From an optimization exercise on the open Yosys and OpenROAD flow, aimed at small area; shortcuts taken in it are not production practice. Function not checked in this run: the RTL went through the layout flow alone. Power figures rest on the tool's default switching activity, not on a simulated workload.

<file path="flow/config.mk">
export PLATFORM = sky130hd
export DESIGN_NAME = dkb_xcvr
export DESIGN_NICKNAME = dkb_xcvr
export VERILOG_FILES = /design/flow/design.v
export SDC_FILE = /design/flow/constraint.sdc
export NUM_CORES = 4
export LEC_CHECK = 0
export CAP_MARGIN = 20
export CORE_MARGIN = 2
export CORE_UTILIZATION = 40
export SLEW_MARGIN = 20
</file>
<file path="flow/constraint.sdc">
create_clock -name core_clock -period 8.0 [get_ports {clk}]
set_input_delay 1.6000 -clock core_clock [delete_from_list [all_inputs] [get_ports {clk}]]
set_output_delay 1.6000 -clock core_clock [all_outputs]
set_load 0.01 [all_outputs]
</file>
<file path="flow/design.v">
module dkb_xcvr (
    input  wire        clk,
    input  wire        rst,           
    input  wire        start,
    input  wire [2:0]  op,
    output wire        busy,
    input  wire        host_we,
    input  wire [6:0]  host_addr,
    input  wire [15:0] host_wdata,
    output reg  [15:0] host_rdata,
    output wire        ie,
    input  wire        line_i,
    output wire        drv_oe,
    output wire        drv_o
);
    localparam [15:0] T_CELL       = 16'd64;
    localparam [15:0] T_LOW1       = 16'd16;
    localparam [15:0] T_LOW0       = 16'd48;
    localparam [15:0] T_SAMPLE     = 16'd32;
    localparam [15:0] T_SETUP      = 16'd1;
    localparam [15:0] T_TURN_RESP  = 16'd128;
    localparam [1:0]  C_ITER       = 2'd1;
    localparam [11:0] N_WAIT_LOW   = 12'd128;
    localparam [11:0] N_WAIT_HIGH  = 12'd128;
    localparam [10:0] N_INIT_OUTER = 11'd1024;
    localparam [11:0] N_INIT_INNER = 12'd2048;
    localparam [7:0]  LEN_STATUS   = 8'd3;
    localparam [7:0]  LEN_ORIGIN   = 8'd10;
    localparam [7:0]  LEN_REPORT   = 8'd8;
    localparam [7:0]  TXBUF_SIZE   = 8'd3;
    localparam [7:0]  RXBUF_SIZE   = 8'd10;
    localparam [2:0] OP_DELAY     = 3'd0;
    localparam [2:0] OP_TX        = 3'd1;
    localparam [2:0] OP_RX        = 3'd2;
    localparam [2:0] OP_XFER      = 3'd3;
    localparam [2:0] OP_IDENTIFY  = 3'd4;
    localparam [2:0] OP_ORIGINATE = 3'd5;
    localparam [2:0] OP_POLL      = 3'd6;
    localparam [2:0] OP_RESPOND   = 3'd7;
    localparam [3:0] S_IDLE     = 4'd0;
    localparam [3:0] S_DLYS     = 4'd1;
    localparam [3:0] S_LOAD     = 4'd2;
    localparam [3:0] S_CFG      = 4'd3;
    localparam [3:0] S_MASK     = 4'd4;
    localparam [3:0] S_TX       = 4'd5;
    localparam [3:0] S_RX       = 4'd6;
    localparam [3:0] S_CLASSIFY = 4'd7;
    localparam [3:0] S_TURN     = 4'd8;
    localparam [3:0] S_RESTORE  = 4'd9;
    localparam [1:0] TX_SETUP = 2'd0;
    localparam [1:0] TX_LOW   = 2'd1;
    localparam [1:0] TX_HIGH  = 2'd2;
    localparam [1:0] RX_WAIT_LOW_INITIAL = 2'd0;
    localparam [1:0] RX_WAIT_LOW         = 2'd1;
    localparam [1:0] RX_MEASURE          = 2'd2;
    localparam [1:0] RX_WAIT_HIGH        = 2'd3;
    localparam [1:0] SRC_TXBUF  = 2'd0;
    localparam [1:0] SRC_STATUS = 2'd1;
    localparam [1:0] SRC_ORIGIN = 2'd2;
    localparam [1:0] SRC_REPORT = 2'd3;
    localparam [2:0] SP_REG    = 3'd0;
    localparam [2:0] SP_TXBUF  = 3'd1;
    localparam [2:0] SP_RXBUF  = 3'd2;
    localparam [2:0] SP_STATUS = 3'd3;
    localparam [2:0] SP_ORIGIN = 3'd4;
    localparam [2:0] SP_REPORT = 3'd5;
    reg [3:0]  seq;
    reg [2:0]  opr;
    reg [1:0]  txs;
    reg [1:0]  rxs;
    reg [15:0] dly;
    reg [1:0]  txsrc;
    reg [7:0]  txlen;
    reg [7:0]  txidx;
    reg [2:0]  txbit;
    reg [7:0]  txcur;
    reg        txb;
    reg        txstop;
    reg        rxdst;         
    reg [7:0]  maxlen;
    reg [7:0]  count;
    reg [7:0]  sh;
    reg [2:0]  nbits;
    reg [11:0] to_in;
    reg [10:0] to_out;
    reg [1:0]  pre;
    reg        ie_r;
    reg        ie_saved;
    reg [2:0]  code_tmp;
    reg [7:0]  txlen_s;
    reg [7:0]  maxlen_s;
    reg [7:0]  arg_n;
    reg [7:0]  arg_max;
    reg        arg_rumble;
    reg [15:0] arg_delay;
    reg [7:0]  res_count;
    reg        res_ok;
    reg [2:0]  res_code;
    reg [7:0]  txbuf      [0:2];
    reg [7:0]  rxbuf      [0:9];
    reg [7:0]  cmdbuf     [0:2];
    reg [7:0]  status_rec [0:2];
    reg [7:0]  origin_rec [0:9];
    reg [7:0]  report_rec [0:7];
    assign busy = (seq != S_IDLE);
    assign ie   = ie_r;
    assign drv_oe = (seq == S_CFG) ||
                    (seq == S_MASK && opr != OP_RESPOND) ||
                    (seq == S_TX);
    assign drv_o  = !(seq == S_TX && txs == TX_LOW);
    function [7:0] low_len;
        input b;
        low_len = b ? T_LOW1[7:0] : T_LOW0[7:0];
    endfunction
    function [7:0] src_byte;
        input [1:0] src;
        input [7:0] idx;
        begin
            case (src)
                SRC_TXBUF:  src_byte = txbuf[idx[1:0]];
                SRC_STATUS: src_byte = status_rec[idx[1:0]];
                SRC_ORIGIN: src_byte = origin_rec[idx[3:0]];
                default:    src_byte = report_rec[idx[2:0]];
            endcase
        end
    endfunction
    wire [2:0] h_sp  = host_addr[6:4];
    wire [3:0] h_idx = host_addr[3:0];
    always @(*) begin
        host_rdata = 16'd0;
        case (h_sp)
            SP_REG: begin
                case (h_idx)
                    4'd0: host_rdata = {15'd0, busy};
                    4'd1: host_rdata = {8'd0, arg_n};
                    4'd2: host_rdata = {8'd0, arg_max};
                    4'd3: host_rdata = {15'd0, arg_rumble};
                    4'd4: host_rdata = arg_delay;
                    4'd5: host_rdata = {8'd0, res_count};
                    4'd6: host_rdata = {15'd0, res_ok};
                    4'd7: host_rdata = {13'd0, res_code};
                    4'd8: host_rdata = {15'd0, ie_r};
                    default: host_rdata = 16'd0;
                endcase
            end
            SP_TXBUF:  if ({4'd0, h_idx} < TXBUF_SIZE) host_rdata = {8'd0, txbuf[h_idx[1:0]]};
            SP_RXBUF:  if ({4'd0, h_idx} < RXBUF_SIZE) host_rdata = {8'd0, rxbuf[h_idx]};
            SP_STATUS: if ({4'd0, h_idx} < LEN_STATUS) host_rdata = {8'd0, status_rec[h_idx[1:0]]};
            SP_ORIGIN: if ({4'd0, h_idx} < LEN_ORIGIN) host_rdata = {8'd0, origin_rec[h_idx]};
            SP_REPORT: if ({4'd0, h_idx} < LEN_REPORT) host_rdata = {8'd0, report_rec[h_idx[2:0]]};
            default:   host_rdata = 16'd0;
        endcase
    end
    wire n_ok   = (arg_n   >= 8'd1) && (arg_n   <= TXBUF_SIZE);
    wire m_ok   = (arg_max >= 8'd1) && (arg_max <= RXBUF_SIZE);
    reg  start_ok;
    always @(*) begin
        case (op)
            OP_TX:   start_ok = n_ok;
            OP_RX:   start_ok = m_ok;
            OP_XFER: start_ok = n_ok && m_ok;
            default: start_ok = 1'b1;
        endcase
    end
    wire [7:0] rx_v      = {sh[6:0], line_i};
    wire [7:0] count_inc = count + 8'd1;
    reg [2:0] cls_code;
    always @(*) begin
        if (count == 8'd1 && cmdbuf[0] == 8'h00)
            cls_code = 3'd1;
        else if (count == 8'd1 && cmdbuf[0] == 8'h41)
            cls_code = 3'd2;
        else if (count == 8'd3 && cmdbuf[0] == 8'h40 && cmdbuf[1] == 8'h03)
            cls_code = 3'd3 + {1'b0, cmdbuf[2][1:0]};
        else
            cls_code = 3'd0;
    end
    reg [1:0] rec_src;
    reg [7:0] rec_len;
    always @(*) begin
        case (code_tmp)
            3'd1:    begin rec_src = SRC_STATUS; rec_len = LEN_STATUS; end
            3'd2:    begin rec_src = SRC_ORIGIN; rec_len = LEN_ORIGIN; end
            default: begin rec_src = SRC_REPORT; rec_len = LEN_REPORT; end
        endcase
    end
    task enter_tx;
        input [1:0] src;
        input [7:0] len;
        begin
            seq    <= S_TX;
            txsrc  <= src;
            txlen  <= len;
            txs    <= TX_SETUP;
            dly    <= T_SETUP;
            txidx  <= 8'd0;
            txbit  <= 3'd7;
            txstop <= 1'b0;
        end
    endtask
    task enter_rx;
        input       dst;
        input [7:0] m;
        begin
            seq    <= S_RX;
            rxdst  <= dst;
            maxlen <= m;
            rxs    <= RX_WAIT_LOW_INITIAL;
            to_out <= N_INIT_OUTER;
            to_in  <= N_INIT_INNER;
            pre    <= C_ITER;
            count  <= 8'd0;
            nbits  <= 3'd0;
            sh     <= 8'd0;
        end
    endtask
    task begin_cell;
        input b;
        begin
            txb <= b;
            txs <= TX_LOW;
            dly <= {8'd0, low_len(b)};
        end
    endtask
    task exit_rx;
        input [7:0] n;
        begin
            case (opr)
                OP_RX: begin
                    seq       <= S_IDLE;
                    res_count <= n;
                end
                OP_RESPOND: seq <= S_CLASSIFY;
                default:    seq <= S_RESTORE;
            endcase
        end
    endtask
    task exit_tx;
        begin
            case (opr)
                OP_TX:      seq <= S_IDLE;
                OP_RESPOND: seq <= S_RESTORE;
                default:    enter_rx(1'b0, maxlen_s);
            endcase
        end
    endtask
    reg [7:0] nxt_byte;
    always @(posedge clk) begin
        if (rst) begin
            seq        <= S_IDLE;
            arg_n      <= 8'd0;
            arg_max    <= 8'd0;
            arg_rumble <= 1'b0;
            arg_delay  <= 16'd0;
            res_count  <= 8'd0;
            res_ok     <= 1'b0;
            res_code   <= 3'd0;
        end else begin
            case (seq)
                S_IDLE: begin
                    if (host_we) begin
                        case (h_sp)
                            SP_REG: begin
                                case (h_idx)
                                    4'd1: arg_n      <= host_wdata[7:0];
                                    4'd2: arg_max    <= host_wdata[7:0];
                                    4'd3: arg_rumble <= host_wdata[0];
                                    4'd4: arg_delay  <= host_wdata;
                                    4'd8: ie_r       <= host_wdata[0];
                                    default: ;
                                endcase
                            end
                            SP_TXBUF:  if ({4'd0, h_idx} < TXBUF_SIZE) txbuf[h_idx[1:0]]      <= host_wdata[7:0];
                            SP_RXBUF:  if ({4'd0, h_idx} < RXBUF_SIZE) rxbuf[h_idx]      <= host_wdata[7:0];
                            SP_STATUS: if ({4'd0, h_idx} < LEN_STATUS) status_rec[h_idx[1:0]] <= host_wdata[7:0];
                            SP_ORIGIN: if ({4'd0, h_idx} < LEN_ORIGIN) origin_rec[h_idx] <= host_wdata[7:0];
                            SP_REPORT: if ({4'd0, h_idx} < LEN_REPORT) report_rec[h_idx[2:0]] <= host_wdata[7:0];
                            default: ;
                        endcase
                    end
                    if (start && start_ok) begin
                        opr <= op;
                        case (op)
                            OP_DELAY: begin
                                if (arg_delay != 16'd0) begin
                                    seq <= S_DLYS;
                                    dly <= arg_delay;
                                end
                            end
                            OP_TX:   enter_tx(SRC_TXBUF, arg_n);
                            OP_RX:   enter_rx(1'b0, arg_max);
                            OP_XFER: begin
                                seq      <= S_CFG;
                                txlen_s  <= arg_n;
                                maxlen_s <= arg_max;
                            end
                            OP_RESPOND: seq <= S_MASK;
                            default:    seq <= S_LOAD;   
                        endcase
                    end
                end
                S_DLYS: begin
                    if (dly > 16'd1) dly <= dly - 16'd1;
                    else             seq <= S_IDLE;
                end
                S_LOAD: begin
                    seq <= S_CFG;
                    case (opr)
                        OP_IDENTIFY: begin
                            txbuf[0] <= 8'h00;
                            txlen_s  <= 8'd1;
                            maxlen_s <= LEN_STATUS;
                        end
                        OP_ORIGINATE: begin
                            txbuf[0] <= 8'h41;
                            txlen_s  <= 8'd1;
                            maxlen_s <= LEN_ORIGIN;
                        end
                        default: begin   
                            txbuf[0] <= 8'h40;
                            txbuf[1] <= 8'h03;
                            txbuf[2] <= {7'd0, arg_rumble};
                            txlen_s  <= 8'd3;
                            maxlen_s <= LEN_REPORT;
                        end
                    endcase
                end
                S_CFG: seq <= S_MASK;
                S_MASK: begin
                    ie_saved <= ie_r;
                    ie_r     <= 1'b0;
                    if (opr == OP_RESPOND) enter_rx(1'b1, 8'd3);
                    else                   enter_tx(SRC_TXBUF, txlen_s);
                end
                S_TX: begin
                    if (dly > 16'd1) begin
                        dly <= dly - 16'd1;
                    end else begin
                        case (txs)
                            TX_SETUP: begin
                                nxt_byte = src_byte(txsrc, txidx);
                                txcur <= nxt_byte;
                                begin_cell(nxt_byte[txbit]);
                            end
                            TX_LOW: begin
                                txs <= TX_HIGH;
                                dly <= T_CELL - {8'd0, low_len(txb)};
                            end
                            default: begin   
                                if (txstop) begin
                                    exit_tx;
                                end else if (txbit != 3'd0) begin
                                    txbit <= txbit - 3'd1;
                                    begin_cell(txcur[txbit - 3'd1]);
                                end else if (txidx + 8'd1 < txlen) begin
                                    txidx    <= txidx + 8'd1;
                                    txbit    <= 3'd7;
                                    nxt_byte = src_byte(txsrc, txidx + 8'd1);
                                    txcur    <= nxt_byte;
                                    begin_cell(nxt_byte[7]);
                                end else begin
                                    txstop <= 1'b1;
                                    begin_cell(1'b1);
                                end
                            end
                        endcase
                    end
                end
                S_RX: begin
                    if (rxs == RX_MEASURE) begin
                        if (dly > 16'd1) begin
                            dly <= dly - 16'd1;
                        end else if (nbits == 3'd7) begin
                            if (rxdst) cmdbuf[count[1:0]] <= rx_v;
                            else       rxbuf[count[3:0]]  <= rx_v;
                            count <= count_inc;
                            nbits <= 3'd0;
                            sh    <= 8'd0;
                            if (count_inc == maxlen) begin
                                exit_rx(count_inc);
                            end else begin
                                rxs   <= RX_WAIT_HIGH;
                                to_in <= N_WAIT_HIGH;
                                pre   <= C_ITER;
                            end
                        end else begin
                            sh    <= rx_v;
                            nbits <= nbits + 3'd1;
                            rxs   <= RX_WAIT_HIGH;
                            to_in <= N_WAIT_HIGH;
                            pre   <= C_ITER;
                        end
                    end else begin
                        if (pre == C_ITER &&
                            line_i == (rxs == RX_WAIT_HIGH)) begin
                            if (rxs == RX_WAIT_HIGH) begin
                                rxs   <= RX_WAIT_LOW;
                                to_in <= N_WAIT_LOW;
                                pre   <= C_ITER;
                            end else begin
                                rxs <= RX_MEASURE;
                                dly <= T_SAMPLE;
                            end
                        end else if (pre > 2'd1) begin
                            pre <= pre - 2'd1;
                        end else begin
                            pre <= C_ITER;
                            if (to_in > 12'd1)
                                to_in <= to_in - 12'd1;
                            else if (rxs == RX_WAIT_LOW_INITIAL && to_out > 11'd1) begin
                                to_out <= to_out - 11'd1;
                                to_in  <= N_INIT_INNER;
                            end else
                                exit_rx(count);
                        end
                    end
                end
                S_CLASSIFY: begin
                    code_tmp <= cls_code;
                    if (cls_code == 3'd0) begin
                        seq <= S_RESTORE;
                    end else begin
                        seq <= S_TURN;
                        dly <= T_TURN_RESP;
                    end
                end
                S_TURN: begin
                    if (dly > 16'd1) dly <= dly - 16'd1;
                    else             enter_tx(rec_src, rec_len);
                end
                S_RESTORE: begin
                    ie_r <= ie_saved;
                    seq  <= S_IDLE;
                    case (opr)
                        OP_RESPOND: res_code <= code_tmp;
                        OP_XFER:    res_count <= count;
                        default: begin   
                            res_count <= count;
                            res_ok    <= (count == maxlen_s);
                        end
                    endcase
                end
                default: seq <= S_IDLE;
            endcase
        end
    end
endmodule
</file>
<file path="flow/run.sh">
#!/bin/bash
# synth_recipe.tcl (not shown) runs the flow's synth.tcl, then flattens the netlist and writes it again
# the make line also repeats each setting of config.mk as NAME=value (left out here)
make -C /OpenROAD-flow-scripts/flow DESIGN_CONFIG=/design/flow/config.mk WORK_HOME=/design/flow/orfs CLKGATE_MAP_FILE= SYNTH_SCRIPT=/design/flow/synth_recipe.tcl finish
</file>
==> results by group <==
STA
  – Period Utilization, post-route: 86.4%
  – Number of slew-limit violations in the final report: 0
  – Fin Setup TNS: 0 ns
  – Worst Skew: 0.0268 ns
  – Hold Fails Final Rpt: 0
  – Endpoints failing setup: 0
  – Post-route minimum period: 6.91 ns
  – Maximum achievable frequency: 145 MHz
  – Transition at the pin with the smallest max-transition slack: 1.09 ns
  – Unrepaired setup endpoints after global routing: false
  – Headroom to the max-slew limit: 25.4%

Detailed routing
  – Vias/cell: 6.03
  – Total via count in the routed design: 18000
  – Average wire per cell in the routed design: 25.4 um
  – Antenna Violating Nets Remaining: 0
  – Total wire length: 75700 um
  – Final routed DRC violation total: 0
  – Number of detailed-route iterations in the first pass: 6
  – Iter 0 DRT Violations: 2262

CTS
  – Clock tree from TritonCTS: built
  – Number of clock sinks: 478
  – # H-tree levels: 2
  – # hold bufs at CTS: 0
  – Total of cells resized after clock tree synthesis: 0
  – Clock latency reported for the late side of the worst-skew pair: 0.63 ns
  – Post-CTS setup buffer count: 0
  – TritonCTS Buffers: 53
  – Cell at the root of the clock tree: clkbuf_16
  – Max Buffers Root-to-Sink: 3
  – Clock transition at the registers of the reported paths: 0.06 ns

Cells and area
  – Layout overhead on the synthesized area: 13.5%
  – Number of nets at the end of the flow: 2146
  – Final Instance Area: 28800 um2
  – Fraction of final layout cells with drive strength greater than 1: 16.5%
  – Final core utilization: 45.8%

Yosys
  – Synth area leader: edfxtp_1
  – Total standard cell area after synthesis: 25300 um2
  – Share of Yosys cell area claimed by the top area cell type: 47.9%
  – Largest cells by area after synthesis: edfxtp_1 48%, mux4_2 11%, dfxtp_1 5.8%
  – Ranking of synthesized cells by instance count: 404 x edfxtp_1, 195 x nand2_1, 168 x nor2_1
  – Async set-or-reset flop fraction in the synthesized netlist: 0%
  – Number of distinct library cell variants in the gate-level netlist after synthesis: 83
  – Average size of a mapped cell: 12.3 um2
  – Leading register cell type out of synthesis: edfxtp_1
  – Post-synthesis cell count: 2052
  – Number of synthesis warnings: 1
  – Most numerous cell in the Yosys netlist: edfxtp_1
  – Number of synthesized register bits: 478
  – Sequential element share of the synthesized area: 53.7%
  – Post-synth EDFFs: 404

Setup path
  – Endpoint type of the worst setup path: output pin
  – Chain of cells forming the critical path: buf_4 -> buf_4 -> mux4_2 -> a22oi_1 -> a21oi_1 -> a2111oi_0 -> o21ai_0 -> clkdlybuf4s50_1
  – Cell with the biggest individual delay on the critical path: a2111oi_0
  – Kind of critical path: in -> out
  – Required time worst endpoint: 6.40 ns
  – Startpoint class of the critical path: input port
  – CP Data Arrival Time: 5.31 ns
  – Critical Path Source: host_addr[0]
  – Highest net fanout along the worst path: 44
  – Cell occurring most often along the worst timing path: buf_4
  – Delay of the slowest cell on the worst path: 0.87 ns
  – Crit Reg-Reg Startpoint: dly[11]$_DFFE_PP_

Floorplan
  – Effective utilization at floorplan: 40.3%
  – Area enclosed by the die boundary: 65400 um2
  – Cell Rows: 92
  – Die extent in y: 256 um
  – Die W: 256 um
  – Number of I/O pins: 51
  – Floorplan Core Area: 62900 um2

GRT
  – Total routing usage reported by global routing: 22.7%
  – Pin count of the biggest net entering global routing: 62
  – Global-route wire length before repair: 113000 um
  – Grt total ovfl: 0
  – Via count of the first global-routing pass: 17500
  – Number of antenna violations at the first check in global routing: 4

Power and ir drop
  – Final Power: 0.00832 W
  – Static leakage power: 9.55 nW
  – Peak ir drop on the vdd network: 208 uV
  – Cell area power density: 289 nW/um2

Placement
  – Area of placed instances: 26900 um2
  – Number of buffers inserted by port buffering: 50
  – Routability congestion estimate: 0.953
  – Half-perimeter wire length after detailed placement: 52900 um

Run status
  – Outcome: finished clean

Min path
  – Hold path startpoint: res_code[2]$_SDFFE_PP0P_
  – Worst min-delay path category: reg -> reg

Run
  – MaxCap Viol Count: 0
critical path: cells and delay by family:
family                 cells  cell delay, ns
AO/OA/AOI/OAI              4            1.46
buffers and inverters      3            1.64
multiplexers               1            0.55
per-layer routing:
metal	GRT usage (%)	wire length (um)	vias up
met5	0	23	-
met4	6.61	2040	4
li1	-	-	7984
met3	4.31	6120	140
met2	36.4	35500	802
met1	31.5	32100	9047
state kept, by name, summed over array words and instances, names as in the netlist, 16 cells and up, named ones only:
signal / flops
arg_delay: 16
cmdbuf: 18
dly: 16
origin_rec: 80
report_rec: 64
rxbuf: 80
status_rec: 24
txbuf: 32
cell families after synthesis:
family	Yosys count	synth area share, %
muxes	289	17.9
xor gates and xnor gates	65	2.53
AOI/OAI and AO/OA	388	9.97
other	1	0.0148
and+or+nand+nor	628	11.9
DFF	478	53.7
buffers and inverters	177	2.68
adders and majority gates	26	1.28
path summary, 6_finish.rpt:
| check | slack [ns] | end | cells past startpoint |
|---|---|---|---|
| hold / removal | 0.49 | res_code[2]$_SDFFE_PP0P_ | 2 |
| setup / recovery | 1.09 | host_rdata[4] | 8 |
| hold reg to reg | 0.49 | res_code[2]$_SDFFE_PP0P_ | 2 |
| setup reg to reg | 3.24 | to_out[7]$_SDFFCE_PN0P_ | 8 |
final cells by class:
type / instances / area, um2
Antenna cell: 2 / 5.00
Clock buffer: 61 / 1360
Clock inverter: 38 / 504
Fill cell: 5682 / 34100
Inverter: 51 / 191
Multi-Input combinational cell: 1404 / 11200
Sequential cell: 478 / 13600
Tap cell: 846 / 1060
Timing Repair Buffer: 101 / 873
cells in the final DEF, fill, tap and decap left out, types with 40 or more instances in the layout:
cell type / instances
clkdlybuf4s50_1: 47
nand2_1: 195
buf_4: 53
o21ai_0: 72
mux4_2: 126
dfxtp_1: 72
mux2_2: 51
mux2i_1: 112
nor2_1: 167
xnor2_1: 40
clkbuf_16: 53
nand3_1: 44
a21oi_1: 120
edfxtp_1: 404
inv_1: 49
metrics by stage:
stage | std cells | setup slack, ns | hold WS [ns]
final | 2981 | 1.09 | 0.487
after detailed placement | 2880 | 1.13 | 0.475
after global routing | 2980 | 0.952 | 0.514
after global placement | 2880 | 1.22 | 0.470
after floorplan | 2059 | 2.16 | 0.439
after CTS | 2979 | 1.12 | 0.483
where the power goes:
part / switching [W] / internal [W] / total (W)
Combinational: 0.00141 / 0.00103 / 0.00244
Clock: 0.00104 / 0.00158 / 0.00262
Sequential: 0.000295 / 0.00296 / 0.00326

==> static timing again, ports no longer ideal <==
The results above use ideal ports. As a check the final layout listed here was re-extracted and re-timed, cells and wires unchanged.
Step 1 sets driving cells, clkbuf_16 on the clock port and buf_2 on the other inputs (assumed; they add their load-dependent delay and slew).
Step 2 adds t to the input delays and takes it off the output delays; t is the mean of the earliest and latest rising clock arrival at the registers after step 1. Input paths then give back, and output paths get back, about the clock's delay inside the block.
Three values: ideal, step 1, step 2; two values: the first two.
shift t [ns]: 0.672
setup WS [ns]: 1.086 / 1.062 / 1.062
worst register clock-pin slew, ns: 0.07 / 0.07
After both steps setup and hold are still met in this run. For this run, drivers alone change the setup slack by -0.024 ns; drivers and shift together by -0.024 ns.
